This design comes from an exercise in tuning for small area, a short achievable clock period and few clock cycles on the open sky130 flow, not from production work. Function was checked by simulation only, so behaviour that the tests miss may differ from the original.

===== flow/standard.sh =====
#!/bin/bash
# synth_recipe.tcl (not shown) runs the flow's synth.tcl, then flattens the netlist and writes it again
# the make line also repeats each setting of config.mk as NAME=value (left out here)
make -C /OpenROAD-flow-scripts/flow DESIGN_CONFIG=/design/flow/config.mk WORK_HOME=/design/flow/orfs CLKGATE_MAP_FILE= SYNTH_SCRIPT=/design/flow/synth_recipe.tcl "${@:-finish}"

===== flow/design.v =====
module srsynth_fmul (
    input  wire [7:0]  v,
    output reg  [31:0] y
);
    reg [6:0] r, rot;
    reg [2:0] p;
    integer k;
    always @* begin
        if (v < 8'd127)      r = v[6:0];
        else if (v < 8'd254) r = v[6:0] - 7'd127;    
        else                 r = {6'd0, v[0]};
        p = 3'd0;
        for (k = 0; k < 7; k = k + 1)
            if (r[k]) p = k[2:0];
        case (p)
            3'd6: rot = r;
            3'd5: rot = {r[5:0], r[6]};
            3'd4: rot = {r[4:0], r[6:5]};
            3'd3: rot = {r[3:0], r[6:4]};
            3'd2: rot = {r[2:0], r[6:3]};
            3'd1: rot = {r[1:0], r[6:2]};
            default: rot = {r[0], r[6:1]};
        endcase
        if (v < 8'd127)
            y = {1'b0, 8'd119 + {5'd0, p}, rot[5:0], rot, rot, rot[6:4]} + {31'd0, rot[3]};
        else if (v < 8'd254)
            y = {1'b0, 8'd126, r, r, r, r[6:5]} + {31'd0, r[4]};
        else if (v[0])
            y = 32'h3F808102;
        else
            y = 32'h3F800000;
    end
endmodule
module srsynth_fdiv (
    input  wire        clk,
    input  wire        rst,
    input  wire        start,
    input  wire        op_div,    
    input  wire [31:0] a,
    input  wire        a_ez,
    input  wire        a_em,
    input  wire        a_fz,
    input  wire [31:0] b,
    output wire        ready,
    output reg         yv,
    output reg  [31:0] y
);
    localparam integer NQ = 26;    
    localparam [1:0] S_IDLE = 2'd0, S_NORM = 2'd1, S_ITER = 2'd2, S_RND = 2'd3;
    localparam [1:0] P_NONE = 2'd0, P_NAN = 2'd1, P_INF = 2'd2, P_ZERO = 2'd3;
    reg [1:0]         st;
    reg               dv;
    reg [23:0]        ma;        
    reg [25:0]        d3;        
    wire              mlead = ma[23] ^ dv;    
    reg [25:0]        rr;        
    reg [NQ-1:0]      qq;
    reg signed [9:0]  ex;
    reg               sg;
    reg               stk;
    reg               fixed;
    reg [1:0]         spc;
    reg [2:0]         cnt;
    assign ready = (st == S_IDLE) || yv;
    wire [7:0]  ea = a[30:23], eb = b[30:23];
    wire [22:0] fa = a[22:0],  fb = b[22:0];
    wire b_ez = (eb == 8'h00);
    wire b_em = (eb == 8'hFF);
    wire b_fz = (fb == 23'd0);
    wire a_nan = a_em & ~a_fz, b_nan = b_em & ~b_fz;
    wire a_inf = a_em &  a_fz, b_inf = b_em &  b_fz;
    wire a_zero = a_ez & a_fz, b_zero = b_ez & b_fz;
    wire signed [9:0] xa = {2'b00, ea[7:1], ea[0] | a_ez};
    wire signed [9:0] xb = {2'b00, eb[7:1], eb[0] | b_ez};
    wire signed [9:0] kb = op_div ? 10'sd127 - xb : xb - 10'sd127;
    wire [23:0] mb = {~b_ez, fb};
    reg [1:0] spc_in;
    always @* begin
        if (op_div) begin
            if (a_nan | b_nan | (a_inf & b_inf) | (a_zero & b_zero)) spc_in = P_NAN;
            else if (a_inf | b_zero)                                  spc_in = P_INF;
            else if (a_zero | b_inf)                                  spc_in = P_ZERO;
            else                                                      spc_in = P_NONE;
        end else begin
            if (a_nan | b_nan | (a_inf & b_zero) | (b_inf & a_zero))  spc_in = P_NAN;
            else if (a_inf | b_inf)                                   spc_in = P_INF;
            else if (a_zero | b_zero)                                 spc_in = P_ZERO;
            else                                                      spc_in = P_NONE;
        end
    end
    reg [25:0]   r_t, r_1;
    reg [NQ-1:0] q_t, q_1;
    reg [26:0]   sx, t1, t2, t3, v;
    reg          g1, g2, g3;
    reg          e0, e1, e2, e3;
    reg [1:0]    qd;
    integer i, k;
    always @* begin
        r_t = rr;
        q_t = qq;
        for (i = 0; i < 2; i = i + 1) begin
            sx = {1'b0, r_t};
            t1 = sx + {{3{dv}}, ma} + {26'd0, dv};
            t2 = sx + {{2{dv}}, ma, dv} + {26'd0, dv};
            t3 = sx + {dv, d3} + {26'd0, dv};
            g1 = ~t1[26];
            g2 = ~t2[26];
            g3 = ~t3[26];
            qd = {g2, g3 | (g1 & ~g2)};
            if (dv) begin
                e0 = ~g1;
                e1 = g1 & ~g2;
                e2 = g2 & ~g3;
                e3 = g3;
            end else begin
                e0 = ~qq[24-2*i] & ~qq[25-2*i];
                e1 = ~qq[24-2*i] &  qq[25-2*i];
                e2 =  qq[24-2*i] & ~qq[25-2*i];
                e3 =  qq[24-2*i] &  qq[25-2*i];
            end
            v = ({27{e0}} & sx) | ({27{e1}} & t1) | ({27{e2}} & t2) | ({27{e3}} & t3);
            r_t = dv ? {v[23:0], 2'b00} : {2'b00, v[25:2]};
            q_t = {q_t[NQ-3:0], dv ? qd : v[1:0]};
            if (i == 0) begin
                r_1 = r_t;
                q_1 = q_t;
            end
        end
    end
    wire          last = (st == S_ITER) && dv && (cnt == 3'd6);
    wire [25:0]   rs   = last ? r_1 : rr;
    wire [NQ-1:0] qs   = last ? q_1 : qq;
    wire lead = dv ? qs[NQ-1] : rr[23];
    wire ld   = fixed | lead;
    reg [23:0] mant;
    reg        g, s;
    reg signed [9:0] ee;
    reg        ru;
    wire zgone = (qq[NQ-1:1] == 25'd0);
    always @* begin
        if (dv) begin
            if (ld) begin
                mant = qs[25:2];
                g    = qs[1];
                s    = qs[0];
            end else begin
                mant = qs[24:1];
                g    = qs[0];
                s    = 1'b0;
            end
            s = s | (rs != 26'd0) | stk;
        end else begin
            if (lead) begin
                mant = rr[23:0];
                g    = qq[1];
                s    = (|qq[23:2]) | qq[0];
            end else begin
                mant = {rr[22:0], qq[1]};
                g    = qq[0];
                s    = |qq[23:2];
            end
            s = s | stk;
        end
        if (fixed)
            ee = ex;
        else if (dv)
            ee = lead ? ex : ex - 10'sd1;
        else
            ee = lead ? ex + 10'sd1 : ex;
        ru = g & (s | mant[0]);
        yv = 1'b0;
        if (st == S_RND || last)
            yv = (spc != P_NONE) || (ee >= 10'sd1) || (fixed && zgone);
        case (spc)
            P_NAN:   y = 32'h7FC00000;
            P_INF:   y = {sg, 8'hFF, 23'd0};
            P_ZERO:  y = {sg, 31'd0};
            default: begin
                if (ee >= 10'sd255)
                    y = {sg, 8'hFF, 23'd0};
                else
                    y = {sg, mant[23] ? ee[7:0] : 8'd0, mant[22:0]} + {31'd0, ru};
            end
        endcase
    end
    wire iter_run = (st == S_ITER) && !last;
    always @(posedge clk) begin
        if (rst) begin
            st <= S_IDLE;
        end else if (iter_run) begin
            if (!dv && cnt == 3'd5) st <= S_RND;
        end else if (start && ready) begin
            if (spc_in != P_NONE)
                st <= S_RND;
            else if (a_ez | b_ez)
                st <= S_NORM;
            else
                st <= S_ITER;
        end else if (ready) begin
            st <= S_IDLE;
        end else begin
            case (st)
                S_NORM: if (mlead && (dv ? rr[24] : qq[2])) st <= S_ITER;
                S_ITER: st <= S_RND;    
                default: ;
            endcase
        end
    end
    always @(posedge clk) begin
        if (iter_run) begin
            rr  <= r_t;
            qq  <= q_t;
            cnt <= cnt + 3'd1;
            if (dv && cnt == 3'd0) ex <= ex + $signed(qq[NQ-1:NQ-10]);
        end else if (ready) begin
            dv    <= op_div;
            sg    <= a[31] ^ b[31];
            spc   <= spc_in;
            stk   <= 1'b0;
            fixed <= 1'b0;
            cnt   <= 3'd0;
            ma    <= mb ^ {24{op_div}};
            d3    <= ({2'b00, mb} + {1'b0, mb, 1'b0}) ^ {26{op_div}};
            if (op_div) begin
                ex <= kb;
                rr <= {1'b0, ~a_ez, fa, 1'b0};
                qq <= {xa, {(NQ-10){1'b0}}};
            end else begin
                ex <= xa + kb;
                rr <= 26'd0;
                for (k = 0; k < 23; k = k + 1) qq[25-k] <= fa[k];
                qq[2]   <= ~a_ez;
                qq[1:0] <= 2'b00;
            end
        end else begin
            case (st)
                S_NORM: begin
                    if (!mlead) begin
                        ma <= {ma[22:0], dv};
                        d3 <= {d3[24:0], dv};
                    end
                    if (dv) begin
                        if (!rr[24]) rr <= rr << 1;
                        ex <= ex + {9'd0, ~mlead} - {9'd0, ~rr[24]};
                    end else begin
                        if (!qq[2]) qq[25:2] <= {1'b0, qq[25:3]};
                        ex <= ex - {9'd0, ~mlead} - {9'd0, ~qq[2]};
                    end
                end
                S_ITER: begin
                    rr <= r_1;
                    qq <= q_1;
                end
                S_RND: begin
                    if (!fixed) begin
                        fixed <= 1'b1;
                        dv    <= 1'b1;
                        ex    <= ee;
                        qq    <= {mant, g, s};
                        rr    <= 26'd0;
                    end else begin
                        ex  <= ex + 10'sd1;
                        stk <= stk | qq[0];
                        qq  <= qq >> 1;
                    end
                end
                default: ;
            endcase
        end
    end
endmodule
module srsynth_freq_rom (
    input  wire [7:0]  note,
    output wire [31:0] freq,
    output wire [31:0] t2
);
    reg [7:0]  fe, te;
    reg [3:0]  r;
    reg [2:0]  fd, td;
    reg [22:0] fb, tb;
    always @* begin
        case (note)
            8'd0: begin fe = 8'd130; te = 8'd132; r = 4'd0; fd = 3'd0; td = 3'd0; end
            8'd1: begin fe = 8'd130; te = 8'd132; r = 4'd1; fd = 3'd3; td = 3'd5; end
            8'd2: begin fe = 8'd130; te = 8'd132; r = 4'd2; fd = 3'd0; td = 3'd0; end
            8'd3: begin fe = 8'd130; te = 8'd132; r = 4'd3; fd = 3'd0; td = 3'd0; end
            8'd4: begin fe = 8'd130; te = 8'd133; r = 4'd4; fd = 3'd4; td = 3'd3; end
            8'd5: begin fe = 8'd130; te = 8'd133; r = 4'd5; fd = 3'd0; td = 3'd0; end
            8'd6: begin fe = 8'd130; te = 8'd133; r = 4'd6; fd = 3'd0; td = 3'd0; end
            8'd7: begin fe = 8'd130; te = 8'd133; r = 4'd7; fd = 3'd4; td = 3'd3; end
            8'd8: begin fe = 8'd130; te = 8'd133; r = 4'd8; fd = 3'd0; td = 3'd0; end
            8'd9: begin fe = 8'd130; te = 8'd133; r = 4'd9; fd = 3'd0; td = 3'd0; end
            8'd10: begin fe = 8'd130; te = 8'd133; r = 4'd10; fd = 3'd6; td = 3'd5; end
            8'd11: begin fe = 8'd130; te = 8'd133; r = 4'd11; fd = 3'd0; td = 3'd0; end
            8'd12: begin fe = 8'd131; te = 8'd133; r = 4'd0; fd = 3'd0; td = 3'd0; end
            8'd13: begin fe = 8'd131; te = 8'd133; r = 4'd1; fd = 3'd3; td = 3'd5; end
            8'd14: begin fe = 8'd131; te = 8'd133; r = 4'd2; fd = 3'd0; td = 3'd0; end
            8'd15: begin fe = 8'd131; te = 8'd133; r = 4'd3; fd = 3'd0; td = 3'd0; end
            8'd16: begin fe = 8'd131; te = 8'd134; r = 4'd4; fd = 3'd4; td = 3'd3; end
            8'd17: begin fe = 8'd131; te = 8'd134; r = 4'd5; fd = 3'd0; td = 3'd0; end
            8'd18: begin fe = 8'd131; te = 8'd134; r = 4'd6; fd = 3'd0; td = 3'd0; end
            8'd19: begin fe = 8'd131; te = 8'd134; r = 4'd7; fd = 3'd4; td = 3'd3; end
            8'd20: begin fe = 8'd131; te = 8'd134; r = 4'd8; fd = 3'd0; td = 3'd0; end
            8'd21: begin fe = 8'd131; te = 8'd134; r = 4'd9; fd = 3'd0; td = 3'd0; end
            8'd22: begin fe = 8'd131; te = 8'd134; r = 4'd10; fd = 3'd2; td = 3'd2; end
            8'd23: begin fe = 8'd131; te = 8'd134; r = 4'd11; fd = 3'd4; td = 3'd4; end
            8'd24: begin fe = 8'd132; te = 8'd134; r = 4'd0; fd = 3'd0; td = 3'd0; end
            8'd25: begin fe = 8'd132; te = 8'd134; r = 4'd1; fd = 3'd2; td = 3'd4; end
            8'd26: begin fe = 8'd132; te = 8'd134; r = 4'd2; fd = 3'd2; td = 3'd3; end
            8'd27: begin fe = 8'd132; te = 8'd134; r = 4'd3; fd = 3'd0; td = 3'd0; end
            8'd28: begin fe = 8'd132; te = 8'd135; r = 4'd4; fd = 3'd2; td = 3'd1; end
            8'd29: begin fe = 8'd132; te = 8'd135; r = 4'd5; fd = 3'd1; td = 3'd1; end
            8'd30: begin fe = 8'd132; te = 8'd135; r = 4'd6; fd = 3'd0; td = 3'd0; end
            8'd31: begin fe = 8'd132; te = 8'd135; r = 4'd7; fd = 3'd1; td = 3'd1; end
            8'd32: begin fe = 8'd132; te = 8'd135; r = 4'd8; fd = 3'd3; td = 3'd2; end
            8'd33: begin fe = 8'd132; te = 8'd135; r = 4'd9; fd = 3'd0; td = 3'd0; end
            8'd34: begin fe = 8'd132; te = 8'd135; r = 4'd10; fd = 3'd2; td = 3'd2; end
            8'd35: begin fe = 8'd132; te = 8'd135; r = 4'd11; fd = 3'd4; td = 3'd4; end
            8'd36: begin fe = 8'd133; te = 8'd135; r = 4'd0; fd = 3'd0; td = 3'd0; end
            8'd37: begin fe = 8'd133; te = 8'd135; r = 4'd1; fd = 3'd2; td = 3'd4; end
            8'd38: begin fe = 8'd133; te = 8'd135; r = 4'd2; fd = 3'd2; td = 3'd3; end
            8'd39: begin fe = 8'd133; te = 8'd135; r = 4'd3; fd = 3'd0; td = 3'd0; end
            8'd40: begin fe = 8'd133; te = 8'd136; r = 4'd4; fd = 3'd2; td = 3'd1; end
            8'd41: begin fe = 8'd133; te = 8'd136; r = 4'd5; fd = 3'd1; td = 3'd1; end
            8'd42: begin fe = 8'd133; te = 8'd136; r = 4'd6; fd = 3'd0; td = 3'd0; end
            8'd43: begin fe = 8'd133; te = 8'd136; r = 4'd7; fd = 3'd1; td = 3'd1; end
            8'd44: begin fe = 8'd133; te = 8'd136; r = 4'd8; fd = 3'd3; td = 3'd2; end
            8'd45: begin fe = 8'd133; te = 8'd136; r = 4'd9; fd = 3'd0; td = 3'd0; end
            8'd46: begin fe = 8'd133; te = 8'd136; r = 4'd10; fd = 3'd4; td = 3'd4; end
            8'd47: begin fe = 8'd133; te = 8'd136; r = 4'd11; fd = 3'd2; td = 3'd2; end
            8'd48: begin fe = 8'd134; te = 8'd136; r = 4'd0; fd = 3'd0; td = 3'd0; end
            8'd49: begin fe = 8'd134; te = 8'd136; r = 4'd1; fd = 3'd3; td = 3'd5; end
            8'd50: begin fe = 8'd134; te = 8'd136; r = 4'd2; fd = 3'd1; td = 3'd1; end
            8'd51: begin fe = 8'd134; te = 8'd136; r = 4'd3; fd = 3'd0; td = 3'd0; end
            8'd52: begin fe = 8'd134; te = 8'd137; r = 4'd4; fd = 3'd3; td = 3'd2; end
            8'd53: begin fe = 8'd134; te = 8'd137; r = 4'd5; fd = 3'd1; td = 3'd1; end
            8'd54: begin fe = 8'd134; te = 8'd137; r = 4'd6; fd = 3'd0; td = 3'd0; end
            8'd55: begin fe = 8'd134; te = 8'd137; r = 4'd7; fd = 3'd3; td = 3'd3; end
            8'd56: begin fe = 8'd134; te = 8'd137; r = 4'd8; fd = 3'd2; td = 3'd1; end
            8'd57: begin fe = 8'd134; te = 8'd137; r = 4'd9; fd = 3'd0; td = 3'd0; end
            8'd58: begin fe = 8'd134; te = 8'd137; r = 4'd10; fd = 3'd2; td = 3'd2; end
            8'd59: begin fe = 8'd134; te = 8'd137; r = 4'd11; fd = 3'd2; td = 3'd2; end
            8'd60: begin fe = 8'd135; te = 8'd137; r = 4'd0; fd = 3'd0; td = 3'd0; end
            8'd61: begin fe = 8'd135; te = 8'd137; r = 4'd1; fd = 3'd3; td = 3'd5; end
            8'd62: begin fe = 8'd135; te = 8'd137; r = 4'd2; fd = 3'd1; td = 3'd1; end
            8'd63: begin fe = 8'd135; te = 8'd137; r = 4'd3; fd = 3'd0; td = 3'd0; end
            8'd64: begin fe = 8'd135; te = 8'd138; r = 4'd4; fd = 3'd3; td = 3'd2; end
            8'd65: begin fe = 8'd135; te = 8'd138; r = 4'd5; fd = 3'd1; td = 3'd1; end
            8'd66: begin fe = 8'd135; te = 8'd138; r = 4'd6; fd = 3'd0; td = 3'd0; end
            8'd67: begin fe = 8'd135; te = 8'd138; r = 4'd7; fd = 3'd2; td = 3'd2; end
            8'd68: begin fe = 8'd135; te = 8'd138; r = 4'd8; fd = 3'd2; td = 3'd1; end
            8'd69: begin fe = 8'd135; te = 8'd138; r = 4'd9; fd = 3'd0; td = 3'd0; end
            8'd70: begin fe = 8'd135; te = 8'd138; r = 4'd10; fd = 3'd4; td = 3'd4; end
            8'd71: begin fe = 8'd135; te = 8'd138; r = 4'd11; fd = 3'd2; td = 3'd2; end
            8'd72: begin fe = 8'd136; te = 8'd138; r = 4'd0; fd = 3'd0; td = 3'd0; end
            8'd73: begin fe = 8'd136; te = 8'd138; r = 4'd1; fd = 3'd3; td = 3'd5; end
            8'd74: begin fe = 8'd136; te = 8'd138; r = 4'd2; fd = 3'd1; td = 3'd1; end
            8'd75: begin fe = 8'd136; te = 8'd138; r = 4'd3; fd = 3'd0; td = 3'd0; end
            8'd76: begin fe = 8'd136; te = 8'd139; r = 4'd4; fd = 3'd3; td = 3'd2; end
            8'd77: begin fe = 8'd136; te = 8'd139; r = 4'd5; fd = 3'd1; td = 3'd1; end
            8'd78: begin fe = 8'd136; te = 8'd139; r = 4'd6; fd = 3'd0; td = 3'd0; end
            8'd79: begin fe = 8'd136; te = 8'd139; r = 4'd7; fd = 3'd2; td = 3'd2; end
            8'd80: begin fe = 8'd136; te = 8'd139; r = 4'd8; fd = 3'd2; td = 3'd1; end
            8'd81: begin fe = 8'd136; te = 8'd139; r = 4'd9; fd = 3'd0; td = 3'd0; end
            8'd82: begin fe = 8'd136; te = 8'd139; r = 4'd10; fd = 3'd4; td = 3'd4; end
            8'd83: begin fe = 8'd136; te = 8'd139; r = 4'd11; fd = 3'd2; td = 3'd2; end
            8'd84: begin fe = 8'd137; te = 8'd139; r = 4'd0; fd = 3'd0; td = 3'd0; end
            8'd85: begin fe = 8'd137; te = 8'd139; r = 4'd1; fd = 3'd3; td = 3'd5; end
            8'd86: begin fe = 8'd137; te = 8'd139; r = 4'd2; fd = 3'd1; td = 3'd1; end
            8'd87: begin fe = 8'd137; te = 8'd139; r = 4'd3; fd = 3'd0; td = 3'd0; end
            8'd88: begin fe = 8'd137; te = 8'd140; r = 4'd4; fd = 3'd3; td = 3'd2; end
            8'd89: begin fe = 8'd137; te = 8'd140; r = 4'd5; fd = 3'd1; td = 3'd1; end
            8'd90: begin fe = 8'd137; te = 8'd140; r = 4'd6; fd = 3'd0; td = 3'd0; end
            8'd91: begin fe = 8'd137; te = 8'd140; r = 4'd7; fd = 3'd3; td = 3'd3; end
            8'd92: begin fe = 8'd137; te = 8'd140; r = 4'd8; fd = 3'd2; td = 3'd1; end
            8'd93: begin fe = 8'd137; te = 8'd140; r = 4'd9; fd = 3'd0; td = 3'd0; end
            8'd94: begin fe = 8'd137; te = 8'd140; r = 4'd10; fd = 3'd2; td = 3'd2; end
            8'd95: begin fe = 8'd137; te = 8'd140; r = 4'd11; fd = 3'd4; td = 3'd4; end
            8'd96: begin fe = 8'd138; te = 8'd140; r = 4'd0; fd = 3'd0; td = 3'd0; end
            8'd97: begin fe = 8'd138; te = 8'd140; r = 4'd1; fd = 3'd2; td = 3'd4; end
            8'd98: begin fe = 8'd138; te = 8'd140; r = 4'd2; fd = 3'd2; td = 3'd3; end
            8'd99: begin fe = 8'd138; te = 8'd140; r = 4'd3; fd = 3'd0; td = 3'd0; end
            8'd100: begin fe = 8'd138; te = 8'd141; r = 4'd4; fd = 3'd2; td = 3'd1; end
            8'd101: begin fe = 8'd138; te = 8'd141; r = 4'd5; fd = 3'd1; td = 3'd1; end
            8'd102: begin fe = 8'd138; te = 8'd141; r = 4'd6; fd = 3'd0; td = 3'd0; end
            8'd103: begin fe = 8'd138; te = 8'd141; r = 4'd7; fd = 3'd1; td = 3'd1; end
            8'd104: begin fe = 8'd138; te = 8'd141; r = 4'd8; fd = 3'd3; td = 3'd2; end
            8'd105: begin fe = 8'd138; te = 8'd141; r = 4'd9; fd = 3'd0; td = 3'd0; end
            8'd106: begin fe = 8'd138; te = 8'd141; r = 4'd10; fd = 3'd2; td = 3'd2; end
            8'd107: begin fe = 8'd138; te = 8'd141; r = 4'd11; fd = 3'd4; td = 3'd4; end
            8'd108: begin fe = 8'd139; te = 8'd141; r = 4'd0; fd = 3'd0; td = 3'd0; end
            8'd109: begin fe = 8'd139; te = 8'd141; r = 4'd1; fd = 3'd2; td = 3'd4; end
            8'd110: begin fe = 8'd139; te = 8'd141; r = 4'd2; fd = 3'd2; td = 3'd3; end
            8'd111: begin fe = 8'd139; te = 8'd141; r = 4'd3; fd = 3'd0; td = 3'd0; end
            8'd112: begin fe = 8'd139; te = 8'd142; r = 4'd4; fd = 3'd2; td = 3'd1; end
            8'd113: begin fe = 8'd139; te = 8'd142; r = 4'd5; fd = 3'd1; td = 3'd1; end
            8'd114: begin fe = 8'd139; te = 8'd142; r = 4'd6; fd = 3'd0; td = 3'd0; end
            8'd115: begin fe = 8'd139; te = 8'd142; r = 4'd7; fd = 3'd1; td = 3'd1; end
            8'd116: begin fe = 8'd139; te = 8'd142; r = 4'd8; fd = 3'd3; td = 3'd2; end
            8'd117: begin fe = 8'd139; te = 8'd142; r = 4'd9; fd = 3'd0; td = 3'd0; end
            8'd118: begin fe = 8'd139; te = 8'd142; r = 4'd10; fd = 3'd6; td = 3'd5; end
            8'd119: begin fe = 8'd139; te = 8'd142; r = 4'd11; fd = 3'd0; td = 3'd0; end
            8'd120: begin fe = 8'd140; te = 8'd142; r = 4'd0; fd = 3'd0; td = 3'd0; end
            8'd121: begin fe = 8'd140; te = 8'd142; r = 4'd1; fd = 3'd3; td = 3'd5; end
            8'd122: begin fe = 8'd140; te = 8'd142; r = 4'd2; fd = 3'd0; td = 3'd0; end
            8'd123: begin fe = 8'd140; te = 8'd142; r = 4'd3; fd = 3'd0; td = 3'd0; end
            8'd124: begin fe = 8'd140; te = 8'd143; r = 4'd4; fd = 3'd4; td = 3'd3; end
            8'd125: begin fe = 8'd140; te = 8'd143; r = 4'd5; fd = 3'd0; td = 3'd0; end
            8'd126: begin fe = 8'd140; te = 8'd143; r = 4'd6; fd = 3'd0; td = 3'd0; end
            8'd127: begin fe = 8'd140; te = 8'd143; r = 4'd7; fd = 3'd4; td = 3'd3; end
            8'd128: begin fe = 8'd140; te = 8'd143; r = 4'd8; fd = 3'd0; td = 3'd0; end
            8'd129: begin fe = 8'd140; te = 8'd143; r = 4'd9; fd = 3'd0; td = 3'd0; end
            8'd130: begin fe = 8'd140; te = 8'd143; r = 4'd10; fd = 3'd6; td = 3'd5; end
            8'd131: begin fe = 8'd140; te = 8'd143; r = 4'd11; fd = 3'd0; td = 3'd0; end
            8'd132: begin fe = 8'd141; te = 8'd143; r = 4'd0; fd = 3'd0; td = 3'd0; end
            8'd133: begin fe = 8'd141; te = 8'd143; r = 4'd1; fd = 3'd3; td = 3'd5; end
            8'd134: begin fe = 8'd141; te = 8'd143; r = 4'd2; fd = 3'd0; td = 3'd0; end
            8'd135: begin fe = 8'd141; te = 8'd143; r = 4'd3; fd = 3'd0; td = 3'd0; end
            8'd136: begin fe = 8'd141; te = 8'd144; r = 4'd4; fd = 3'd4; td = 3'd3; end
            8'd137: begin fe = 8'd141; te = 8'd144; r = 4'd5; fd = 3'd0; td = 3'd0; end
            8'd138: begin fe = 8'd141; te = 8'd144; r = 4'd6; fd = 3'd0; td = 3'd0; end
            8'd139: begin fe = 8'd141; te = 8'd144; r = 4'd7; fd = 3'd4; td = 3'd3; end
            8'd140: begin fe = 8'd141; te = 8'd144; r = 4'd8; fd = 3'd0; td = 3'd0; end
            8'd141: begin fe = 8'd141; te = 8'd144; r = 4'd9; fd = 3'd0; td = 3'd0; end
            8'd142: begin fe = 8'd141; te = 8'd144; r = 4'd10; fd = 3'd6; td = 3'd5; end
            8'd143: begin fe = 8'd141; te = 8'd144; r = 4'd11; fd = 3'd0; td = 3'd0; end
            8'd144: begin fe = 8'd142; te = 8'd144; r = 4'd0; fd = 3'd0; td = 3'd0; end
            8'd145: begin fe = 8'd142; te = 8'd144; r = 4'd1; fd = 3'd3; td = 3'd5; end
            8'd146: begin fe = 8'd142; te = 8'd144; r = 4'd2; fd = 3'd0; td = 3'd0; end
            8'd147: begin fe = 8'd142; te = 8'd144; r = 4'd3; fd = 3'd0; td = 3'd0; end
            8'd148: begin fe = 8'd142; te = 8'd145; r = 4'd4; fd = 3'd4; td = 3'd3; end
            8'd149: begin fe = 8'd142; te = 8'd145; r = 4'd5; fd = 3'd0; td = 3'd0; end
            8'd150: begin fe = 8'd142; te = 8'd145; r = 4'd6; fd = 3'd0; td = 3'd0; end
            8'd151: begin fe = 8'd142; te = 8'd145; r = 4'd7; fd = 3'd4; td = 3'd3; end
            8'd152: begin fe = 8'd142; te = 8'd145; r = 4'd8; fd = 3'd0; td = 3'd0; end
            8'd153: begin fe = 8'd142; te = 8'd145; r = 4'd9; fd = 3'd0; td = 3'd0; end
            8'd154: begin fe = 8'd142; te = 8'd145; r = 4'd10; fd = 3'd6; td = 3'd5; end
            8'd155: begin fe = 8'd142; te = 8'd145; r = 4'd11; fd = 3'd0; td = 3'd0; end
            8'd156: begin fe = 8'd143; te = 8'd145; r = 4'd0; fd = 3'd0; td = 3'd0; end
            8'd157: begin fe = 8'd143; te = 8'd145; r = 4'd1; fd = 3'd3; td = 3'd5; end
            8'd158: begin fe = 8'd143; te = 8'd145; r = 4'd2; fd = 3'd0; td = 3'd0; end
            8'd159: begin fe = 8'd143; te = 8'd145; r = 4'd3; fd = 3'd0; td = 3'd0; end
            8'd160: begin fe = 8'd143; te = 8'd146; r = 4'd4; fd = 3'd4; td = 3'd3; end
            8'd161: begin fe = 8'd143; te = 8'd146; r = 4'd5; fd = 3'd0; td = 3'd0; end
            8'd162: begin fe = 8'd143; te = 8'd146; r = 4'd6; fd = 3'd0; td = 3'd0; end
            8'd163: begin fe = 8'd143; te = 8'd146; r = 4'd7; fd = 3'd4; td = 3'd3; end
            8'd164: begin fe = 8'd143; te = 8'd146; r = 4'd8; fd = 3'd0; td = 3'd0; end
            8'd165: begin fe = 8'd143; te = 8'd146; r = 4'd9; fd = 3'd0; td = 3'd0; end
            8'd166: begin fe = 8'd143; te = 8'd146; r = 4'd10; fd = 3'd0; td = 3'd0; end
            8'd167: begin fe = 8'd143; te = 8'd146; r = 4'd11; fd = 3'd5; td = 3'd4; end
            8'd168: begin fe = 8'd144; te = 8'd146; r = 4'd0; fd = 3'd0; td = 3'd0; end
            8'd169: begin fe = 8'd144; te = 8'd146; r = 4'd1; fd = 3'd0; td = 3'd0; end
            8'd170: begin fe = 8'd144; te = 8'd146; r = 4'd2; fd = 3'd3; td = 3'd4; end
            8'd171: begin fe = 8'd144; te = 8'd146; r = 4'd3; fd = 3'd0; td = 3'd0; end
            8'd172: begin fe = 8'd144; te = 8'd147; r = 4'd4; fd = 3'd0; td = 3'd0; end
            8'd173: begin fe = 8'd144; te = 8'd147; r = 4'd5; fd = 3'd3; td = 3'd2; end
            8'd174: begin fe = 8'd144; te = 8'd147; r = 4'd6; fd = 3'd0; td = 3'd0; end
            8'd175: begin fe = 8'd144; te = 8'd147; r = 4'd7; fd = 3'd0; td = 3'd0; end
            8'd176: begin fe = 8'd144; te = 8'd147; r = 4'd8; fd = 3'd6; td = 3'd5; end
            8'd177: begin fe = 8'd144; te = 8'd147; r = 4'd9; fd = 3'd0; td = 3'd0; end
            8'd178: begin fe = 8'd144; te = 8'd147; r = 4'd10; fd = 3'd0; td = 3'd0; end
            8'd179: begin fe = 8'd144; te = 8'd147; r = 4'd11; fd = 3'd5; td = 3'd4; end
            8'd180: begin fe = 8'd145; te = 8'd147; r = 4'd0; fd = 3'd0; td = 3'd0; end
            8'd181: begin fe = 8'd145; te = 8'd147; r = 4'd1; fd = 3'd0; td = 3'd0; end
            8'd182: begin fe = 8'd145; te = 8'd147; r = 4'd2; fd = 3'd3; td = 3'd4; end
            8'd183: begin fe = 8'd145; te = 8'd147; r = 4'd3; fd = 3'd0; td = 3'd0; end
            8'd184: begin fe = 8'd145; te = 8'd148; r = 4'd4; fd = 3'd0; td = 3'd0; end
            8'd185: begin fe = 8'd145; te = 8'd148; r = 4'd5; fd = 3'd3; td = 3'd2; end
            8'd186: begin fe = 8'd145; te = 8'd148; r = 4'd6; fd = 3'd0; td = 3'd0; end
            8'd187: begin fe = 8'd145; te = 8'd148; r = 4'd7; fd = 3'd0; td = 3'd0; end
            8'd188: begin fe = 8'd145; te = 8'd148; r = 4'd8; fd = 3'd6; td = 3'd5; end
            8'd189: begin fe = 8'd145; te = 8'd148; r = 4'd9; fd = 3'd0; td = 3'd0; end
            8'd190: begin fe = 8'd145; te = 8'd148; r = 4'd10; fd = 3'd0; td = 3'd0; end
            8'd191: begin fe = 8'd145; te = 8'd148; r = 4'd11; fd = 3'd5; td = 3'd4; end
            8'd192: begin fe = 8'd146; te = 8'd148; r = 4'd0; fd = 3'd0; td = 3'd0; end
            8'd193: begin fe = 8'd146; te = 8'd148; r = 4'd1; fd = 3'd0; td = 3'd0; end
            8'd194: begin fe = 8'd146; te = 8'd148; r = 4'd2; fd = 3'd3; td = 3'd4; end
            8'd195: begin fe = 8'd146; te = 8'd148; r = 4'd3; fd = 3'd0; td = 3'd0; end
            8'd196: begin fe = 8'd146; te = 8'd149; r = 4'd4; fd = 3'd0; td = 3'd0; end
            8'd197: begin fe = 8'd146; te = 8'd149; r = 4'd5; fd = 3'd3; td = 3'd2; end
            8'd198: begin fe = 8'd146; te = 8'd149; r = 4'd6; fd = 3'd0; td = 3'd0; end
            8'd199: begin fe = 8'd146; te = 8'd149; r = 4'd7; fd = 3'd0; td = 3'd0; end
            8'd200: begin fe = 8'd146; te = 8'd149; r = 4'd8; fd = 3'd6; td = 3'd5; end
            8'd201: begin fe = 8'd146; te = 8'd149; r = 4'd9; fd = 3'd0; td = 3'd0; end
            8'd202: begin fe = 8'd146; te = 8'd149; r = 4'd10; fd = 3'd0; td = 3'd0; end
            8'd203: begin fe = 8'd146; te = 8'd149; r = 4'd11; fd = 3'd5; td = 3'd4; end
            8'd204: begin fe = 8'd147; te = 8'd149; r = 4'd0; fd = 3'd0; td = 3'd0; end
            8'd205: begin fe = 8'd147; te = 8'd149; r = 4'd1; fd = 3'd0; td = 3'd0; end
            8'd206: begin fe = 8'd147; te = 8'd149; r = 4'd2; fd = 3'd3; td = 3'd4; end
            8'd207: begin fe = 8'd147; te = 8'd149; r = 4'd3; fd = 3'd0; td = 3'd0; end
            8'd208: begin fe = 8'd147; te = 8'd150; r = 4'd4; fd = 3'd0; td = 3'd0; end
            8'd209: begin fe = 8'd147; te = 8'd150; r = 4'd5; fd = 3'd3; td = 3'd2; end
            8'd210: begin fe = 8'd147; te = 8'd150; r = 4'd6; fd = 3'd0; td = 3'd0; end
            8'd211: begin fe = 8'd147; te = 8'd150; r = 4'd7; fd = 3'd0; td = 3'd0; end
            8'd212: begin fe = 8'd147; te = 8'd150; r = 4'd8; fd = 3'd6; td = 3'd5; end
            8'd213: begin fe = 8'd147; te = 8'd150; r = 4'd9; fd = 3'd0; td = 3'd0; end
            8'd214: begin fe = 8'd147; te = 8'd150; r = 4'd10; fd = 3'd0; td = 3'd0; end
            8'd215: begin fe = 8'd147; te = 8'd150; r = 4'd11; fd = 3'd5; td = 3'd4; end
            8'd216: begin fe = 8'd148; te = 8'd150; r = 4'd0; fd = 3'd0; td = 3'd0; end
            8'd217: begin fe = 8'd148; te = 8'd150; r = 4'd1; fd = 3'd0; td = 3'd0; end
            8'd218: begin fe = 8'd148; te = 8'd150; r = 4'd2; fd = 3'd3; td = 3'd4; end
            8'd219: begin fe = 8'd148; te = 8'd150; r = 4'd3; fd = 3'd0; td = 3'd0; end
            8'd220: begin fe = 8'd148; te = 8'd151; r = 4'd4; fd = 3'd0; td = 3'd0; end
            8'd221: begin fe = 8'd148; te = 8'd151; r = 4'd5; fd = 3'd3; td = 3'd2; end
            8'd222: begin fe = 8'd148; te = 8'd151; r = 4'd6; fd = 3'd0; td = 3'd0; end
            8'd223: begin fe = 8'd148; te = 8'd151; r = 4'd7; fd = 3'd0; td = 3'd0; end
            8'd224: begin fe = 8'd148; te = 8'd151; r = 4'd8; fd = 3'd6; td = 3'd5; end
            8'd225: begin fe = 8'd148; te = 8'd151; r = 4'd9; fd = 3'd0; td = 3'd0; end
            8'd226: begin fe = 8'd148; te = 8'd151; r = 4'd10; fd = 3'd0; td = 3'd0; end
            8'd227: begin fe = 8'd148; te = 8'd151; r = 4'd11; fd = 3'd5; td = 3'd4; end
            8'd228: begin fe = 8'd149; te = 8'd151; r = 4'd0; fd = 3'd0; td = 3'd0; end
            8'd229: begin fe = 8'd149; te = 8'd151; r = 4'd1; fd = 3'd0; td = 3'd0; end
            8'd230: begin fe = 8'd149; te = 8'd151; r = 4'd2; fd = 3'd3; td = 3'd4; end
            8'd231: begin fe = 8'd149; te = 8'd151; r = 4'd3; fd = 3'd0; td = 3'd0; end
            8'd232: begin fe = 8'd149; te = 8'd152; r = 4'd4; fd = 3'd0; td = 3'd0; end
            8'd233: begin fe = 8'd149; te = 8'd152; r = 4'd5; fd = 3'd3; td = 3'd2; end
            8'd234: begin fe = 8'd149; te = 8'd152; r = 4'd6; fd = 3'd0; td = 3'd0; end
            8'd235: begin fe = 8'd149; te = 8'd152; r = 4'd7; fd = 3'd0; td = 3'd0; end
            8'd236: begin fe = 8'd149; te = 8'd152; r = 4'd8; fd = 3'd6; td = 3'd5; end
            8'd237: begin fe = 8'd149; te = 8'd152; r = 4'd9; fd = 3'd0; td = 3'd0; end
            8'd238: begin fe = 8'd149; te = 8'd152; r = 4'd10; fd = 3'd0; td = 3'd0; end
            8'd239: begin fe = 8'd149; te = 8'd152; r = 4'd11; fd = 3'd5; td = 3'd4; end
            8'd240: begin fe = 8'd150; te = 8'd152; r = 4'd0; fd = 3'd0; td = 3'd0; end
            8'd241: begin fe = 8'd150; te = 8'd152; r = 4'd1; fd = 3'd0; td = 3'd0; end
            8'd242: begin fe = 8'd150; te = 8'd152; r = 4'd2; fd = 3'd3; td = 3'd4; end
            8'd243: begin fe = 8'd150; te = 8'd152; r = 4'd3; fd = 3'd0; td = 3'd0; end
            8'd244: begin fe = 8'd150; te = 8'd153; r = 4'd4; fd = 3'd0; td = 3'd0; end
            8'd245: begin fe = 8'd150; te = 8'd153; r = 4'd5; fd = 3'd3; td = 3'd2; end
            8'd246: begin fe = 8'd150; te = 8'd153; r = 4'd6; fd = 3'd0; td = 3'd0; end
            8'd247: begin fe = 8'd150; te = 8'd153; r = 4'd7; fd = 3'd0; td = 3'd0; end
            8'd248: begin fe = 8'd150; te = 8'd153; r = 4'd8; fd = 3'd6; td = 3'd5; end
            8'd249: begin fe = 8'd150; te = 8'd153; r = 4'd9; fd = 3'd0; td = 3'd0; end
            8'd250: begin fe = 8'd150; te = 8'd153; r = 4'd10; fd = 3'd0; td = 3'd0; end
            8'd251: begin fe = 8'd150; te = 8'd153; r = 4'd11; fd = 3'd5; td = 3'd4; end
            8'd252: begin fe = 8'd151; te = 8'd153; r = 4'd0; fd = 3'd0; td = 3'd0; end
            8'd253: begin fe = 8'd151; te = 8'd153; r = 4'd1; fd = 3'd0; td = 3'd0; end
            8'd254: begin fe = 8'd151; te = 8'd153; r = 4'd2; fd = 3'd3; td = 3'd4; end
            8'd255: begin fe = 8'd151; te = 8'd153; r = 4'd3; fd = 3'd0; td = 3'd0; end
            default: begin fe = 8'd0; te = 8'd0; r = 4'd0; fd = 3'd0; td = 3'd0; end
        endcase
        case (r)
            4'd0: begin fb = 23'h02D012; tb = 23'h4D7AF0; end
            4'd1: begin fb = 23'h0A975E; tb = 23'h59B2DC; end
            4'd2: begin fb = 23'h12D516; tb = 23'h66A4CD; end
            4'd3: begin fb = 23'h1B9041; tb = 23'h745BCB; end
            4'd4: begin fb = 23'h24D051; tb = 23'h0171C5; end
            4'd5: begin fb = 23'h2E9D36; tb = 23'h092440; end
            4'd6: begin fb = 23'h38FF49; tb = 23'h114BE6; end
            4'd7: begin fb = 23'h43FF68; tb = 23'h19EFAC; end
            4'd8: begin fb = 23'h4FA6FE; tb = 23'h2316FA; end
            4'd9: begin fb = 23'h5C0000; tb = 23'h2CC9A0; end
            4'd10: begin fb = 23'h6914F3; tb = 23'h370FE2; end
            4'd11: begin fb = 23'h76F10E; tb = 23'h41F28F; end
            default: begin fb = 23'h000000; tb = 23'h000000; end
        endcase
    end
    assign freq = {1'b0, fe, fb + {20'd0, fd}};
    assign t2   = {1'b0, te, tb + {20'd0, td}};
endmodule
module srsynth_voice (
    input  wire        clk,
    input  wire        rst,
    input  wire        cmd_valid,
    output wire        cmd_ready,
    input  wire [1:0]  cmd_op,
    input  wire [31:0] cmd_a,
    input  wire [31:0] cmd_b,
    input  wire        cmd_env,
    output reg         done,
    output reg  [31:0] sample_rate,
    output reg  [31:0] attack_s,
    output reg  [31:0] release_s,
    output reg         env_en,
    output reg  [7:0]  active,
    output reg  [31:0] freq,
    output reg  [31:0] peak,
    output reg  [31:0] inc,
    output reg  [31:0] slope
);
    localparam [31:0] F_ZERO    = 32'h00000000;
    localparam [31:0] F_ONE     = 32'h3F800000;
    localparam [31:0] F_M_ONE   = 32'hBF800000;
    localparam [31:0] F_10MS    = 32'h3C23D70A;
    localparam [2:0] S_IDLE = 3'd0,
                     S_INC  = 3'd2,    
                     S_MUL  = 3'd3,    
                     S_XR   = 3'd1,    
                     S_SDIV = 3'd4,    
                     S_OFF  = 3'd5;    
    reg [2:0]  state;
    reg [7:0]  vel_r;
    reg        neg;         
    reg [31:0] slp_o;       
    reg        sk;          
    reg        sv;          
    reg        ov;          
    assign cmd_ready = (state == S_IDLE);
    wire [3:0] nib = cmd_a[23:20];
    wire [7:0] d1  = cmd_a[15:8];
    wire [7:0] d2  = cmd_a[7:0];
    wire is_off = (nib == 4'h8) || (nib == 4'h9 && d2 == 8'd0);
    wire is_on  = (nib == 4'h9) && (d2 != 8'd0);
    wire [31:0] rom_freq, rom_t2, pk;
    srsynth_freq_rom u_rom (.note(d1), .freq(rom_freq), .t2(rom_t2));
    srsynth_fmul u_pk (.v(vel_r), .y(pk));
    reg         u_start, u_div;
    reg  [31:0] u_a, u_b;
    reg         u_aez, u_aem, u_afz;
    wire        u_ready, u_yv;
    wire [31:0] u_y;
    srsynth_fdiv u_fpu (
        .clk(clk), .rst(rst), .start(u_start), .op_div(u_div),
        .a(u_a), .a_ez(u_aez), .a_em(u_aem), .a_fz(u_afz), .b(u_b),
        .ready(u_ready), .yv(u_yv), .y(u_y)
    );
    reg [31:0] xr;
    always @(posedge clk) xr <= u_y;
    wire acc = cmd_valid && cmd_ready;
    wire on_go   = acc && cmd_op == 2'd2 && is_on;
    wire rel_hit = (sv && sk) || (ov && !sk);
    wire atk_hit = (sv && !sk) || (ov && sk);
    wire atk_ez = (attack_s[30:23] == 8'h00),  atk_em = (attack_s[30:23] == 8'hFF);
    wire rel_ez = (release_s[30:23] == 8'h00), rel_em = (release_s[30:23] == 8'hFF);
    wire atk_fz = (attack_s[22:0] == 23'd0),   rel_fz = (release_s[22:0] == 23'd0);
    always @* begin
        u_start = 1'b0;
        u_div   = 1'b1;
        u_a     = rom_t2;
        u_b     = sample_rate;
        u_aez   = 1'b0;    
        u_aem   = 1'b0;
        u_afz   = 1'b0;
        case (state)
            S_IDLE: begin
                u_start = on_go;
            end
            S_OFF: begin
                u_start = 1'b1;
                u_div   = 1'b0;
                u_a     = release_s;
                u_aez   = rel_ez;
                u_aem   = rel_em;
                u_afz   = rel_fz;
            end
            S_INC: begin
                if (u_yv && !atk_hit) begin
                    u_start = 1'b1;
                    u_div   = 1'b0;
                    u_a     = attack_s;
                    u_aez   = atk_ez;
                    u_aem   = atk_em;
                    u_afz   = atk_fz;
                end
            end
            S_XR: begin
                u_start = 1'b1;
                u_a     = neg ? F_M_ONE : F_ONE;
                u_afz   = 1'b1;
                u_b     = xr;
            end
            default: ;
        endcase
    end
    always @(posedge clk) begin
        if (rst) begin
            state       <= S_IDLE;
            done        <= 1'b0;
            sample_rate <= F_ZERO;
            attack_s    <= F_10MS;
            release_s   <= F_10MS;
            env_en      <= 1'b1;
            active      <= 8'd0;
            freq        <= F_ZERO;
            peak        <= F_ZERO;
            inc         <= F_ZERO;
            slope       <= F_ZERO;
            neg         <= 1'b0;
            sk          <= 1'b0;
            sv          <= 1'b0;
            ov          <= 1'b0;
        end else begin
            done <= 1'b0;
            case (state)
                S_IDLE: begin
                    if (cmd_valid) begin
                        case (cmd_op)
                            2'd0: begin
                                sample_rate <= cmd_a;
                                active      <= 8'd0;
                                freq        <= F_ZERO;
                                peak        <= F_ZERO;
                                inc         <= F_ZERO;
                                slope       <= F_ZERO;
                                sv          <= 1'b0;
                                ov          <= 1'b0;
                                done        <= 1'b1;
                            end
                            2'd1: begin
                                env_en    <= cmd_env;
                                attack_s  <= cmd_a;
                                release_s <= cmd_b;
                                sv        <= 1'b0;
                                ov        <= 1'b0;
                                done      <= 1'b1;
                            end
                            2'd2: begin
                                if (is_on) begin
                                    active <= d1;
                                    vel_r  <= d2;
                                    freq   <= rom_freq;
                                    state  <= S_INC;
                                end else if (is_off && d1 == active) begin
                                    active <= 8'd0;
                                    if (rel_hit) begin
                                        if (!(sv && sk)) begin
                                            slope <= slp_o;
                                            slp_o <= slope;
                                            sk    <= 1'b1;
                                            sv    <= 1'b1;
                                            ov    <= sv;
                                        end
                                        done <= 1'b1;
                                    end else begin
                                        neg   <= 1'b1;
                                        state <= S_OFF;
                                    end
                                end else begin
                                    done <= 1'b1;
                                end
                            end
                            default: done <= 1'b1;
                        endcase
                    end
                end
                S_INC: begin
                    if (u_yv) begin
                        inc  <= u_y;
                        peak <= pk;
                        if (atk_hit) begin
                            if (!(sv && !sk)) begin
                                slope <= slp_o;
                                slp_o <= slope;
                                sk    <= 1'b0;
                                sv    <= 1'b1;
                                ov    <= sv;
                            end
                            done  <= 1'b1;
                            state <= S_IDLE;
                        end else begin
                            neg   <= 1'b0;
                            state <= S_MUL;
                        end
                    end
                end
                S_OFF: state <= S_MUL;
                S_MUL: if (u_yv) state <= S_XR;
                S_XR:  state <= S_SDIV;
                S_SDIV: begin
                    if (u_yv) begin
                        slope <= u_y;
                        if (sk != neg) begin
                            slp_o <= slope;
                            ov    <= sv;
                        end
                        sk    <= neg;
                        sv    <= 1'b1;
                        done  <= 1'b1;
                        state <= S_IDLE;
                    end
                end
                default: state <= S_IDLE;
            endcase
        end
    end
endmodule

===== flow/config.mk =====
export PLATFORM = sky130hd
export DESIGN_NAME = srsynth_voice
export DESIGN_NICKNAME = srsynth_voice
export VERILOG_FILES = /design/flow/design.v
export SDC_FILE = /design/flow/constraint.sdc
export NUM_CORES = 4
export LEC_CHECK = 0
export CAP_MARGIN = 10
export CORE_MARGIN = 2
export CORE_UTILIZATION = 35
export CTS_BUF_LIST = sky130_fd_sc_hd__clkbuf_4 sky130_fd_sc_hd__clkbuf_8
export SLEW_MARGIN = 10
export SYNTH_MEMORY_MAX_BITS = 8192

===== flow/constraint.sdc =====
create_clock -name core_clock -period 22.0 [get_ports {clk}]
set_input_delay 4.4000 -clock core_clock [delete_from_list [all_inputs] [get_ports {clk}]]
set_output_delay 4.4000 -clock core_clock [all_outputs]
set_load 0.01 [all_outputs]

===== flow/flow/run.sh =====
#!/bin/bash
set -e
export SETUP_SLACK_MARGIN=15
bash standard.sh > standard.log 2>&1

==> flow_summary.json, run 1 <==
{
  "status": "timing/DRC/antenna clean",
  "grt-ovfl-total": 0,
  "r2r_start": "u_fpu.ma[18]",
  "hp-start": "peak[24]",
  "syn_inst": 4949,
  "fin_tns_setup_ps": 0,
  "yosys_register_bits": 431,
  "design_area_sq_um": 50000,
  "io_pins": 305,
  "vias": 44000,
  "drv_cap": 0,
  "drt_iter0_markers": 6029,
  "dieHeight_um": 336,
  "cts_num_sinks": 431,
  "fmax_mhz": 133,
  "synth_compound_area_frac": 0.292,
  "clk_pin_slew_ps": 70,
  "yosys_warnings": 4,
  "synth_top_family_by_area": "compound AO/OA/AOI/OAI gates",
  "arrival_ps": 8000,
  "holdPathEnd": "peak[24]",
  "syn_to_final_growth_pct": 30.0,
  "die_w_um": 336,
  "ff2ff_path_depth": 29,
  "pre_cts_slack_ps": 12090,
  "grt_use_total": 0.320,
  "hpwl_um": 133000,
  "synth-edff-count": 160,
  "skew_ps": 52.5,
  "path_max_fanout": 9,
  "grt_pass1_wl_um": 273000,
  "clk-insertion-delay-late_ps": 760,
  "core_area_sq_um": 109000,
  "worst_slew_pin_slew_ps": 1250,
  "row_count": 121,
  "rsz0062_at_grt": "yes",
  "finalSetupViolations": 0,
  "syn_avg_cell_area_sq_um": 7.78,
  "port_buffers": 300,
  "routabilityCongestion": 0.990,
  "crit_type": "input port to flip-flop",
  "seq_area_frac_synth": 0.266,
  "fin_crit_ps": 7530,
  "clock-root-buffer": "clkbuf_8",
  "netlist-cell-type-count": 119,
  "drt.antenna.violating_nets": 0,
  "regToRegEndpoint": "u_fpu.rr[9]",
  "grt_pass1_vias": 41100,
  "synth_simple_gate_area_frac": 0.199,
  "numCtsBuffers": 77,
  "h-tree-depth": 3,
  "layout_setup_ws_ps": 14470,
  "grt_max_degree": 61,
  "async_flop_share": 0,
  "slew_viol_final": 0,
  "first_pass_iters": 9,
  "netlist_area_sq_um": 38500,
  "cp.required_ps": 22460,
  "min_path_cells": 2,
  "endpoint_kind": "flip-flop",
  "hold_violations": 0,
  "clk_path_buf_depth": 3,
  "antenna_found_initial": 8,
  "routed_wl_um": 190000,
  "synth_fa_ha_area_frac": 0.0965,
  "r2r_slack_ps": 14710,
  "final_nets": 5793,
  "die_area_sq_um": 113000,
  "viasPerCell": 6.36,
  "finalCritPeriodShare": 0.342,
  "worstSetupStartpointType": "input port",
  "synth_mux_area_frac": 0.0294,
  "cts_tree": "yes",
  "place_area_sq_um": 43000,
  "fillers": 10700,
  "hold_path.class": "flip-flop to flip-flop",
  "synthFlopType": "dfxtp_1",
  "maxSlewHeadroom": 0.158,
  "synth-xor-area-share": 0.0685,
  "drc": 0,
  "start_util": 0.353,
  "wire_per_inst_um": 27.5,
  "postCtsHoldBufs": 0,
  "drive_gt1_frac": 0.179
}
==> worst max-delay path, cell delays in order <==
cell	delay (ps)
buf_8	110
buf_12	140
buf_4	140
clkinvlp_4	120
buf_4	140
mux2i_1	530
o21ai_4	210
buf_4	200
nor2_1	520
nand2_1	310
a21oi_1	220
a31oi_1	70
o211ai_1	180
nand2_1	90
o21ai_2	90
o41ai_2	110
a222oi_1	260
o211ai_1	130
==> final cells by class <==
cell class / instances / area [sq um] / share of cell area
multi-input combinational: 4044 / 28700 / 0.574
sequential: 431 / 10200 / 0.204
timing repair buffer: 706 / 6910 / 0.138
tap: 1414 / 1770 / 0.0354
clock buffer: 108 / 1340 / 0.0268
inverter: 172 / 726 / 0.0145
clock inverter: 31 / 330 / 0.00660
timing repair inverter: 2 / 17.5 / 0.000350
antenna: 6 / 15.0 / 0.000300
==> through the flow <==
stage          hold WS, ps  cells  utilization
2_1_floorplan          463   4952            -
3_3_place_gp           432   6448        0.394
3_5_place_dp           433   6448        0.394
4_1_cts                445   6826        0.446
5_1_grt                465   6909        0.459
6_report               443   6914        0.459
==> timing repair <==
item	in CTS	in global routing
setup endpoints to repair	156	127
cloned	25	4
buffers inserted	214	78
gates resized for setup	425	152
pin swaps	127	95
==> state kept, by name, summed over array words and instances, names as in the netlist, 29 cells and up <==
name,count
freq,29
sample_rate,32
attack_s,32
slope,32
inc,32
peak,31
slp_o,32
xr,32
release_s,32
==> cell usage after synthesis (all sizes together) (123+ instances only) <==
library cell | number | area, sq um
dfxtp | 271 | 5430
xnor2 | 219 | 1920
nand3 | 143 | 726
a21oi | 511 | 2580
clkbuf | 249 | 936
o21ai | 313 | 1580
inv | 169 | 637
nor3 | 123 | 657
edfxtp | 160 | 4800
nand2 | 588 | 2210
ha | 276 | 3450
nor2 | 429 | 1630
==> worst max path at each step <==
stage                     cells after the start     endpoint  slack [ps]       from
after global routing                         18  u_fpu.rr[8]       14230  cmd_a[15]
after detailed placement                     20  u_fpu.rr[8]       12090  cmd_a[11]
after global placement                       25  u_fpu.rr[8]       12050   cmd_a[8]
after CTS                                    21  u_fpu.rr[8]       14610  cmd_a[10]
after floorplan                              22  u_fpu.rr[8]       13840  cmd_a[10]
final                                        18  u_fpu.rr[8]       14470  cmd_a[15]
==> cell usage in the layout (no fill, tap or decap), types with 105 or more instances in the layout <==
cell type,n
edfxtp_1,160
nor3_1,105
o21ai_0,249
a21oi_1,458
buf_4,333
inv_1,154
dfxtp_1,271
ha_1,239
nand2_1,559
clkdlybuf4s50_1,287
nor2_1,400
nand3_1,139
xnor2_1,216
==> cells by family after synthesis <==
group                      count (synthesis)
AOI/OAI and AO/OA                       1694
xor gates and xnor gates                 301
adders and majority gates                289
buffers and inverters                    483
DFF                                      431
muxes                                    108
other                                      1
and+or+nand+nor                         1642
==> layer usage <==
| metal | vias up | wire length, um | global-route usage | share of wire |
|---|---|---|---|---|
| li1 | 19400 | - | - | - |
| met1 | 20900 | 72700 | 0.407 | 0.38 |
| met2 | 3020 | 82200 | 0.494 | 0.43 |
| met3 | 681 | 22000 | 0.0761 | 0.12 |
| met4 | 10 | 12900 | 0.183 | 0.068 |
| met5 | - | 57 | 0 | 0.00030 |
Testbench counts, summed over its fixed seeds: cycles 21,558.
==> run 2, diff against run 1 <==
==> flow/flow/run.sh (replaced) <==
#!/bin/bash
set -e
export SETUP_SLACK_MARGIN=14
bash standard.sh > standard.log 2>&1
--- a/flow/config.mk
+++ b/flow/config.mk
@@ -7,7 +7,6 @@
 export LEC_CHECK = 0
-export CAP_MARGIN = 10
+export CAP_MARGIN = 40
 export CORE_MARGIN = 2
 export CORE_UTILIZATION = 35
-export CTS_BUF_LIST = sky130_fd_sc_hd__clkbuf_4 sky130_fd_sc_hd__clkbuf_8
-export SLEW_MARGIN = 10
+export SLEW_MARGIN = 20
 export SYNTH_MEMORY_MAX_BITS = 8192
==> run 2 against run 1 <==
Against the previous run:
- synthesized cell count did not move
- area after synthesis stayed put
- final area fell by 7.0%
- clock skew shrank 12 ps
- global-route usage shrank 1.7 points
- critical path depth fell by 9
- fmax down 5.9%
- routed wire length fell by 4.5%
- first-iteration DRC count down 7.7%
==> flow_summary.json, run 2 <==
{
  "crit_type": "input port to flip-flop",
  "yosys_warnings": 4,
  "synth-edff-count": 160,
  "antenna_cells": 0,
  "yosys_register_bits": 431,
  "maxSlewHeadroom": 0.329,
  "yosysTopAreaCell": "dfxtp_1",
  "rsz0062_at_grt": "yes",
  "cts_tree": "yes",
  "ys_top_cells_by_area": "dfxtp_1 14%, edfxtp_1 12%, ha_1 9.0%",
  "hold_path.class": "flip-flop to flip-flop",
  "row_count": 121,
  "routed_wl_um": 181000,
  "yosysMostFrequentCell": "nand2_1",
  "drt_iter0_markers": 5564,
  "viasPerCell": 6.30,
  "cpPeakStageDelay_ps": 900,
  "numCtsBuffers": 48,
  "synthFlopType": "dfxtp_1",
  "status": "timing/DRC/antenna clean",
  "syn_inst": 4949,
  "io_pins": 305,
  "postCtsHoldBufs": 0,
  "antenna_found_initial": 5,
  "clk_path_buf_depth": 3,
  "core_area_sq_um": 109000,
  "arrival_ps": 8490,
  "clock-root-buffer": "clkbuf_16",
  "pre_cts_slack_ps": 12020,
  "wire_per_inst_um": 27.3,
  "grt_pass1_wl_um": 259000,
  "syn_to_final_growth_pct": 20.9,
  "endpoint_kind": "flip-flop",
  "finalCritPeriodShare": 0.364,
  "clk_pin_slew_ps": 60,
  "skew_ps": 40.0,
  "slowest_stage": "clkdlybuf4s50_1",
  "path_max_fanout": 9,
  "netlist_area_sq_um": 38500,
  "synthTopCellsByCount": "587 x nand2_1, 506 x a21oi_1, 425 x nor2_1",
  "routabilityCongestion": 0.978,
  "die_w_um": 336,
  "slew_viol_final": 0,
  "hpwl_um": 133000,
  "finalSetupViolations": 0,
  "port_buffers": 300,
  "seq_area_frac_synth": 0.266,
  "drive_gt1_frac": 0.103,
  "start_util": 0.353,
  "synth_top_area_frac": 0.141,
  "fmax_mhz": 125,
  "crit_chain": "clkdlybuf4s50_1 -> nor4_1 -> a21boi_0 -> nand2_1 -> nor2_1 -> nand3_1 -> nand2_1 -> o31ai_1 -> a211oi_1",
  "grt_use_total": 0.303,
  "grt_max_degree": 106,
  "die_area_sq_um": 113000,
  "final_cell_mix": "579 x nand2_1, 485 x a21oi_1, 411 x nor2_1",
  "syn_avg_cell_area_sq_um": 7.78,
  "worstSetupStartpointType": "input port",
  "fin_tns_setup_ps": 0,
  "drc": 0,
  "cp.required_ps": 22490,
  "final_common_cell": "nand2_1",
  "grt-ovfl-total": 0,
  "hold_violations": 0,
  "grt_pass1_vias": 38700,
  "fin_crit_ps": 8000,
  "netlist-cell-type-count": 119,
  "vias": 41900,
  "drt.antenna.violating_nets": 0,
  "h-tree-depth": 2,
  "cp_common_cell": "nand2_1",
  "first_pass_iters": 8,
  "final_nets": 5561,
  "clk-insertion-delay-late_ps": 650,
  "worst_slew_pin_slew_ps": 1010,
  "drv_cap": 0,
  "cts_num_sinks": 431,
  "async_flop_share": 0,
  "layout_setup_ws_ps": 14000,
  "dieHeight_um": 336
}
==> run 2: cells by family (layout without fill, tap and decap cells) <==
| logic type | count (synthesis) | after routing | synth area share |
|---|---|---|---|
| other cells | 1 | 4 | 0.0000974 |
| compound gates | 1694 | 1696 | 0.292 |
| xor+xnor | 301 | 301 | 0.0685 |
| fa+ha+maj | 289 | 289 | 0.0965 |
| flops | 431 | 431 | 0.266 |
| simple gates | 1642 | 1644 | 0.199 |
| mux | 108 | 108 | 0.0294 |
| buf+inv | 483 | 767 | 0.0489 |
==> run 2: cell type report <==
cell class                 count  area [sq um]
fill                       11100         62500
multi-input combinational   4042         27300
sequential                   431         10200
timing repair buffer         507          4870
tap                         1414          1770
clock buffer                  71          1500
inverter                     172           697
clock inverter                17           165
==> run 2: path summary, 6_finish.rpt <==
| kind | to | cells after the start | slack, ps | startpoint |
|---|---|---|---|---|
| worst min register to register | peak[24] | 2 | 450 | peak[24] |
| worst min-delay path | peak[24] | 2 | 450 | peak[24] |
| worst max register to register | u_fpu.rr[4] | 29 | 14160 | u_fpu.rr[0] |
| worst max-delay path | u_fpu.st[1] | 9 | 14000 | cmd_a[7] |
==> run 2: per-layer routing <==
metal | vias up | track usage | share of wire
met4 | 8 | 0.140 | 0.056
met5 | - | 0 | 0.00038
met1 | 20100 | 0.399 | 0.40
met3 | 471 | 0.0558 | 0.10
li1 | 18900 | - | -
met2 | 2488 | 0.478 | 0.44
==> run 2: repair_timing <==
action / in CTS / in global routing
pin swaps: 18 / 49
buffers inserted: 31 / 50
cloned: 5 / 9
gates resized for setup: 99 / 133
hold endpoints to repair: 0 / 0
endpoints found under the setup margin: 56 / 42
==> run 2: worst max-delay path: cells and delay by family <==
family          cells  cell delay, ps
simple gates        5            2120
buf+inv             1             900
compound gates      3            1060
==> run 2: per-stage QoR <==
| step | utilization | instance area, sq um | hold WS [ps] | instances |
|---|---|---|---|---|
| 2_1_floorplan | - | 38700 | 463 | 4952 |
| 3_3_place_gp | 0.394 | 43000 | 433 | 6454 |
| 3_5_place_dp | 0.395 | 43100 | 439 | 6469 |
| 4_1_cts | 0.417 | 45500 | 456 | 6593 |
| 5_1_grt | 0.427 | 46500 | 466 | 6654 |
| 6_report | 0.427 | 46500 | 454 | 6654 |

## separate check: timing with driven ports
In the flow no input, the clock included, has a driving cell. The finished layouts below were timed again as built, in two steps. Step 1: set_driving_cell puts a clkbuf_16 on clk and a buf_2 on each other input, an assumption about the parent block. Step 2, shift: input delay + t, output delay - t, t = (earliest + latest rising clock arrival at the registers) / 2. This alone moves slack from input paths to output paths. a / b / c = ideal ports / drivers / drivers and shift; a / b = the first two.
run | t (ns) | setup WS [ns] | hold WS [ns] | pins driven straight from the clock port
run 1 | 0.801 | 14.467 / 14.493 / 13.692 | 0.443 / 0.443 / 0.443 | 1
run 2 | 0.700 | 13.996 / 14.045 / 13.345 | 0.454 / 0.454 / 0.454 | 1
After both steps setup and hold are still met in every run listed. The setup slack of run 1, which loses most, moves by +0.026 ns with the drivers and by -0.775 ns with both steps.
